Context: an optimization exercise on an open-source flow, tuned for small area. The choices shown serve that exercise and are no tape-out recipe.
Function was checked by simulation only, so behaviour that the tests miss may differ from the original.
No activity file was given, so power comes from the tool's default toggle rates.

==> 08-20 <==
// tm1628_ctrl
module tm1628_ctrl (
    input  wire       clk,
    input  wire       rst,
    input  wire       req_valid,
    output wire       req_ready,
    input  wire [7:0] req_data,
    output wire       rsp_valid,
    input  wire       rsp_ready,
    output reg  [7:0] rsp_data,
    output wire       stb,
    output wire       sclk,
    output wire       dio_out,
    output wire       dio_oe,
    input  wire       dio_in
);
clock: 10.0 ns
lec_check: 0
cap_margin: 20
core_margin: 2
core_utilization: 40
slew_margin: 20
run.sh (not shown) runs the stock make flow with config.mk's settings and CLKGATE_MAP_FILE= SYNTH_SCRIPT=/design/flow/synth_recipe.tcl, a recipe that flattens the netlist after the stock synthesis.
==> 05-24 (differences from 08-20) <==
--- a/flow/design.v
+++ b/flow/design.v
@@ -111,22 +111,23 @@
     output reg  [7:0] rsp_data,
     output wire       stb,
     output wire       sclk,
     output wire       dio_out,
     output wire       dio_oe,
     input  wire       dio_in
 );
-    localparam O_SENDBYTE = 5'd0,  O_SENDCMD = 5'd1,  O_READBYTE = 5'd2,
-               O_CHAR2SEG = 5'd3,  O_RENDER  = 5'd4,  O_WRREG    = 5'd5,
-               O_WRGRID   = 5'd6,  O_WRRAWB  = 5'd7,  O_INITSEQ  = 5'd8,
-               O_SCANKEYS = 5'd9,  O_DECODE  = 5'd10, O_PUSHKEY  = 5'd11,
-               O_GETBRT   = 5'd12, O_SETBRT  = 5'd13, O_SETTXT   = 5'd14,
-               O_GETMODE  = 5'd15, O_SETMODE = 5'd16, O_POPKEY   = 5'd17,
-               O_CLRKEYS  = 5'd18, O_SHOWKEYS = 5'd19, O_WRRAW   = 5'd20,
-               O_UNKNOWN  = 5'd31;
+    localparam O_CHAR2SEG = 5'b00000, O_RENDER   = 5'b00001, O_DECODE   = 5'b00010,
+               O_PUSHKEY  = 5'b00011, O_GETBRT   = 5'b00100, O_GETMODE  = 5'b00101,
+               O_POPKEY   = 5'b00110, O_SHOWKEYS = 5'b00111,
+               O_SENDCMD  = 5'b01000, O_SENDBYTE = 5'b01001, O_READBYTE = 5'b01010,
+               O_SCANKEYS = 5'b01011, O_INITSEQ  = 5'b01100, O_SETBRT   = 5'b01101,
+               O_SETMODE  = 5'b01110,
+               O_WRREG    = 5'b10000, O_WRRAWB   = 5'b10001, O_WRRAW    = 5'b10011,
+               O_WRGRID   = 5'b11000, O_SETTXT   = 5'b11001, O_CLRKEYS  = 5'b11010,
+               O_UNKNOWN  = 5'b11111;
     localparam K_SB = 3'd0, K_RB = 3'd1, K_CMD = 3'd2, K_WR = 3'd3, K_SCAN = 3'd4;
     localparam M_TAG  = 3'd0, M_ARG  = 3'd1, M_LEN0 = 3'd2, M_LEN1 = 3'd3,
                M_STR  = 3'd4, M_EXEC = 3'd5, M_XFER = 3'd6, M_RSP  = 3'd7;
     function [7:0] char2seg(input [7:0] c);
         reg [7:0] u;
         begin
             u = (c >= 8'h61 && c <= 8'h7A) ? c - 8'h20 : c;
@@ -159,15 +160,17 @@
     reg  [4:0]  cnt;           
     reg  [15:0] rem;           
     reg         flag;          
     reg  [1:0]  mode;
     reg  [3:0]  brt;
     reg  [7:0]  A [0:13];      
     reg  [7:0]  G [0:6];       
-    reg  [2:0]  rc;
+    reg  [2:0]  gz;            
+    reg  [2:0]  gfc;           
+    reg         gsrc;          
     reg  [7:0]  Q [0:15];      
     reg  [3:0]  hp;            
     reg  [4:0]  qn;            
     reg         qw;            
     wire [2:0] ngrids = {1'b0, mode} + 3'd4;
     reg [2:0] kind;
     reg [4:0] xn;
@@ -208,17 +211,16 @@
                     2'd0:    b0 = {6'd0, mode};
                     2'd1:    b0 = 8'h40;
                     default: b0 = {4'h8, brt};
                 endcase
             end
         endcase
         case (op)
-            O_WRREG:               b1 = A[13];
             O_WRRAWB, O_WRRAW:     b1 = A[0];
-            default:               b1 = G[0];
+            default:               b1 = A[13];
         endcase
     end
     wire [7:0] wbyte = (kind == K_WR && bc[3]) ? b1 : b0;
     wire       wbit  = wbyte[bc[2:0]];
     tm1628_bus u_bus (
         .clk     (clk),
         .rst     (rst),
@@ -297,16 +299,16 @@
     end
     wire [7:0] cs     = char2seg(req_data);
     wire       is_dot = (req_data == 8'h2E);
     wire [7:0] lc     = req_data | 8'h20;
     wire       is_hex = (req_data >= "0" && req_data <= "9") || (lc >= "a" && lc <= "f");
     wire [3:0] hv     = req_data[6] ? req_data[3:0] + 4'd9 : req_data[3:0];
     wire str_fire   = (mst == M_STR) && req_valid;
-    wire rnd_new    = str_fire && !is_dot && (cnt[2:0] < ngrids);   
-    wire rnd_dot    = str_fire && is_dot && flag;                   
+    wire rnd_new    = str_fire && (op != O_WRRAW) && !is_dot && (cnt[2:0] < ngrids);   
+    wire rnd_dot    = str_fire && (op != O_WRRAW) && is_dot && flag;                   
     wire hex_take   = str_fire && (op == O_WRRAW) && (cnt < 5'd28);
     wire [3:0] qidx = hp + ((op == O_SHOWKEYS) ? (cnt[3:0] - 4'd3) : 4'd0);
     wire [7:0] qr   = Q[qidx];
     reg [7:0] rnd_byte;
     always @(*) begin
         case (rem[2:0])
             3'd1: rnd_byte = A[13];
@@ -320,17 +322,15 @@
         endcase
     end
     always @(*) begin
         if (cnt == 5'd0) begin
             rsp_data = {7'd0, bad};
         end else begin
             case (op)
-                O_READBYTE, O_CHAR2SEG: rsp_data = A[13];
-                O_RENDER:   rsp_data = rnd_byte;
-                O_SCANKEYS: rsp_data = A[9];
+                O_READBYTE, O_CHAR2SEG, O_RENDER, O_SCANKEYS: rsp_data = rnd_byte;
                 O_DECODE:   rsp_data = (cnt == 5'd1) ? {7'd0, dec_hit} : dec_chr;
                 O_POPKEY:   rsp_data = (cnt == 5'd1) ? {7'd0, qn != 5'd0} : qr;
                 O_GETBRT:   rsp_data = {4'd0, brt};
                 O_GETMODE:  rsp_data = {6'd0, mode};
                 O_SHOWKEYS: begin
                     if (cnt == 5'd1)      rsp_data = {3'd0, qn};
                     else if (cnt == 5'd2) rsp_data = 8'h00;
@@ -354,53 +354,51 @@
                 default:    rsp_last = (cnt == 5'd0);
             endcase
         end
     end
     wire xfer_shift = bus_done && (op == O_WRRAWB || op == O_WRRAW);
     wire rsp_shift  = rsp_fire && (cnt != 5'd0) && (op == O_RENDER || op == O_SCANKEYS);
     wire arg_fire   = (mst == M_ARG) && req_valid;
-    wire rnd_a      = (op == O_RENDER);
-    wire a_shift = arg_fire || (rnd_new && rnd_a) || (hex_take && !cnt[0]) ||
+    wire g_cap   = (mst == M_XFER) && gridop && !g_wr && !bc[3] && (gz == g_at);
+    wire g_copy  = g_wr && gsrc;
+    wire a_shift = arg_fire || rnd_new || g_copy || (hex_take && !cnt[0]) ||
                    (bus_sample && bc[2:0] == 3'd0) || xfer_shift || rsp_shift;
     integer i;
     always @(posedge clk) begin
         if (a_shift)
             for (i = 0; i < 13; i = i + 1) A[i] <= A[i + 1];
         if (arg_fire)
             A[13] <= (op == O_CHAR2SEG) ? cs : req_data;
-        else if (rnd_new && rnd_a)
+        else if (rnd_new)
             A[13] <= cs;
-        else if (rnd_dot && rnd_a)
+        else if (rnd_dot)
             A[13][7] <= 1'b1;
         else if (hex_take)
-            if (!cnt[0]) A[13][7:4] <= hv;
-            else         A[13][3:0] <= hv;
+            A[13] <= {A[13][3:0], hv};
         else if (bus_sample)
             A[13] <= {dio_in, A[13][7:1]};
-        else if (rsp_shift || xfer_shift)
+        else if (g_cap)
+            A[13] <= G[0];
+        else if (rsp_shift || xfer_shift || g_copy)
             A[13] <= 8'h00;
     end
-    wire       tag_fire = (mst == M_TAG) && req_valid;
-    wire       g_clr    = rst || (tag_fire && top == O_SETTXT) ||
-                          (mst == M_EXEC && op == O_CLRKEYS);
-    wire       g_new    = rnd_new && (op == O_SETTXT);
-    wire       g_dot    = rnd_dot && (op == O_SETTXT);
-    wire [2:0] g_tgt    = (mst == M_XFER && gridop && cnt != xn) ? cnt[2:0] : 3'd0;
-    wire       g_rot    = (rc != g_tgt) && !(mst == M_STR && op == O_SETTXT);
-    wire [2:0] rc_inc   = (rc == 3'd6) ? 3'd0 : rc + 3'd1;
+    wire       g_wr  = (gfc != 3'd0);
+    wire [2:0] g_at  = (cnt[2:0] == 3'd0) ? 3'd0 : 3'd7 - cnt[2:0];
     always @(posedge clk) begin
-        if (g_clr) begin
-            for (i = 0; i < 7; i = i + 1) G[i] <= 8'h00;
-            rc <= 3'd0;
-        end else if (g_new || g_rot) begin
-            for (i = 0; i < 6; i = i + 1) G[i] <= G[i + 1];
-            G[6] <= g_new ? cs : G[0];
-            rc   <= rc_inc;
-        end else if (g_dot) begin
-            G[6][7] <= 1'b1;
+        for (i = 0; i < 6; i = i + 1) G[i] <= G[i + 1];
+        G[6] <= g_wr ? (gsrc ? rnd_byte : 8'h00) : G[0];
+        gz   <= (gfc == 3'd7 || gz == 3'd0) ? 3'd6 : gz - 3'd1;
+        if (rst || (mst == M_EXEC && op == O_CLRKEYS)) begin
+            gfc  <= 3'd7;
+            gsrc <= 1'b0;
+        end else if (mst == M_EXEC && op == O_SETTXT) begin
+            gfc  <= 3'd7;
+            gsrc <= 1'b1;
+        end else if (g_wr) begin
+            gfc  <= gfc - 3'd1;
         end
     end
     wire [3:0] qwp   = hp + qn[3:0] - 4'd2;      
     wire       qport = qw && (qwp[1:0] == 2'd3);
     wire       q_pop = rsp_fire && rsp_last && op == O_POPKEY && qn != 5'd0;
     always @(posedge clk) begin
         for (i = 0; i < 16; i = i + 1) Q[i] <= Q[(i + 1) % 16];
@@ -457,15 +455,20 @@
                         flag <= 1'b1;
                     end else begin
                         flag <= 1'b0;
                     end
                 end
                 M_EXEC: begin
                     cnt      <= 5'd0;
-                    rem[2:0] <= cnt[2:0];
+                    case (op)
+                        O_SCANKEYS: rem[2:0] <= 3'd5;
+                        O_RENDER:   rem[2:0] <= cnt[2:0];
+                        O_SETTXT:   rem[2:0] <= cnt[2:0];
+                        default:    rem[2:0] <= 3'd1;
+                    endcase
                     mst      <= M_XFER;
                     case (op)
                         O_WRRAW: bad <= !(flag && cnt == 5'd28);
                         O_CLRKEYS: qn <= 5'd0;
                         O_PUSHKEY: if (!qn[4]) begin
                             qn <= qn + 5'd1;
                             qw <= 1'b1;
==> flow/flow/run.sh (new file) <==
#!/bin/bash
# Standard layout, with two changes to how it is made: the ABC mapping script
# favours area over delay, and clock tree synthesis inserts no dummy loads.
set -euo pipefail
work=$(pwd)
rm -rf "$work/scripts"
cp -r "$FLOW_HOME/scripts" "$work/scripts"
cp "$work/flow/abc.script" "$work/scripts/abc_speed.script"
cts="-sink_clustering_enable -repair_clock_nets -sink_clustering_size 16 -sink_clustering_max_diameter 50 -buf_list sky130_fd_sc_hd__clkbuf_8 -dont_use_dummy_load"
bash "$work/standard.sh" "SCRIPTS_DIR=$work/scripts" "CTS_ARGS=$cts" finish > "$work/flow_make.log" 2>&1
==> flow/flow/abc.script (new file) <==
&get -n
&st
&dch -f
&nf -R 1000 -p
&put
mfs2
&get -n
&st
&dch -f
&nf -R 1000 -p
&put
topo
==> flow/standard.sh (new file) <==
#!/bin/bash
# synth_recipe.tcl (not shown) runs the flow's synth.tcl, then flattens the netlist and writes it again
# the make line also repeats each setting of config.mk as NAME=value (left out here)
make -C /OpenROAD-flow-scripts/flow DESIGN_CONFIG=/design/flow/config.mk WORK_HOME=/design/flow/orfs CLKGATE_MAP_FILE= SYNTH_SCRIPT=/design/flow/synth_recipe.tcl "${@:-finish}"
removed: flow/run.sh
==> comparison <==
- In 05-24 the sequential power is higher than in 08-20, by 15%.
- Die area: 05-24 is lower than 08-20 (13%).
- In 05-24 the combinational power is higher than in 08-20, by about 17%.
- Against 08-20, the clock power of 05-24 is smaller by 46%.
- Design area: 08-20 is larger than 05-24 (about 17%).
- Routed wire length: 05-24 is lower than 08-20 (14%).
- In 08-20 the sequential cell count is lower than in 05-24, by 4.
==> figures <==
quantity	08-20	05-24
Result of the run	complete, no violations	complete, no violations
Global route hottest layer	met2	met1
Sw Ratio	29.00%	32.57%
End point of the critical path	rsp_data[3]	rsp_data[0]
WHS	0.3463 ns	0.2952 ns
Count of distinct cell types in the synthesized netlist	83	62
Num rows	77	72
Detailed-routed wire length on met3	2.931 mm	3.506 mm
Non-clk bufs	49	43
Vias	13.69k	11.70k
Core Footprint	44,410 sq um	38,650 sq um
Part of the total power dissipated in the clock network	37.9%	22.1%
CP bufs+invs	3	2
Cell Count, Final, Fillers Out	2,343	2,025
Register-to-register setup slack	5.38 ns	5.67 ns
Clk_skew	0.01896 ns	0.06357 ns

==> port drivers added, routing unchanged <==
No port has a modelled driver above. Below, the same layouts with a new extraction and two added sets of constraints.
Step 1: set_driving_cell puts a clkbuf_16 on clk and a buf_2 on each other input, an assumption about the parent block.
Step 2, shift: input delay + t, output delay - t, t = (earliest + latest rising clock arrival at the registers) / 2. This alone moves slack from input paths to output paths.
Slacks: ideal ports / drivers / drivers and shift; pairs: ideal ports / drivers.
run	t, ns	setup slack, ns	latest minus earliest clock arrival (ns)
08-20	0.618	2.821 / 2.768 / 3.381	0.026 / 0.026
05-24	0.597	2.746 / 2.700 / 3.297	0.064 / 0.063
After both steps setup and hold are still met in every run listed.
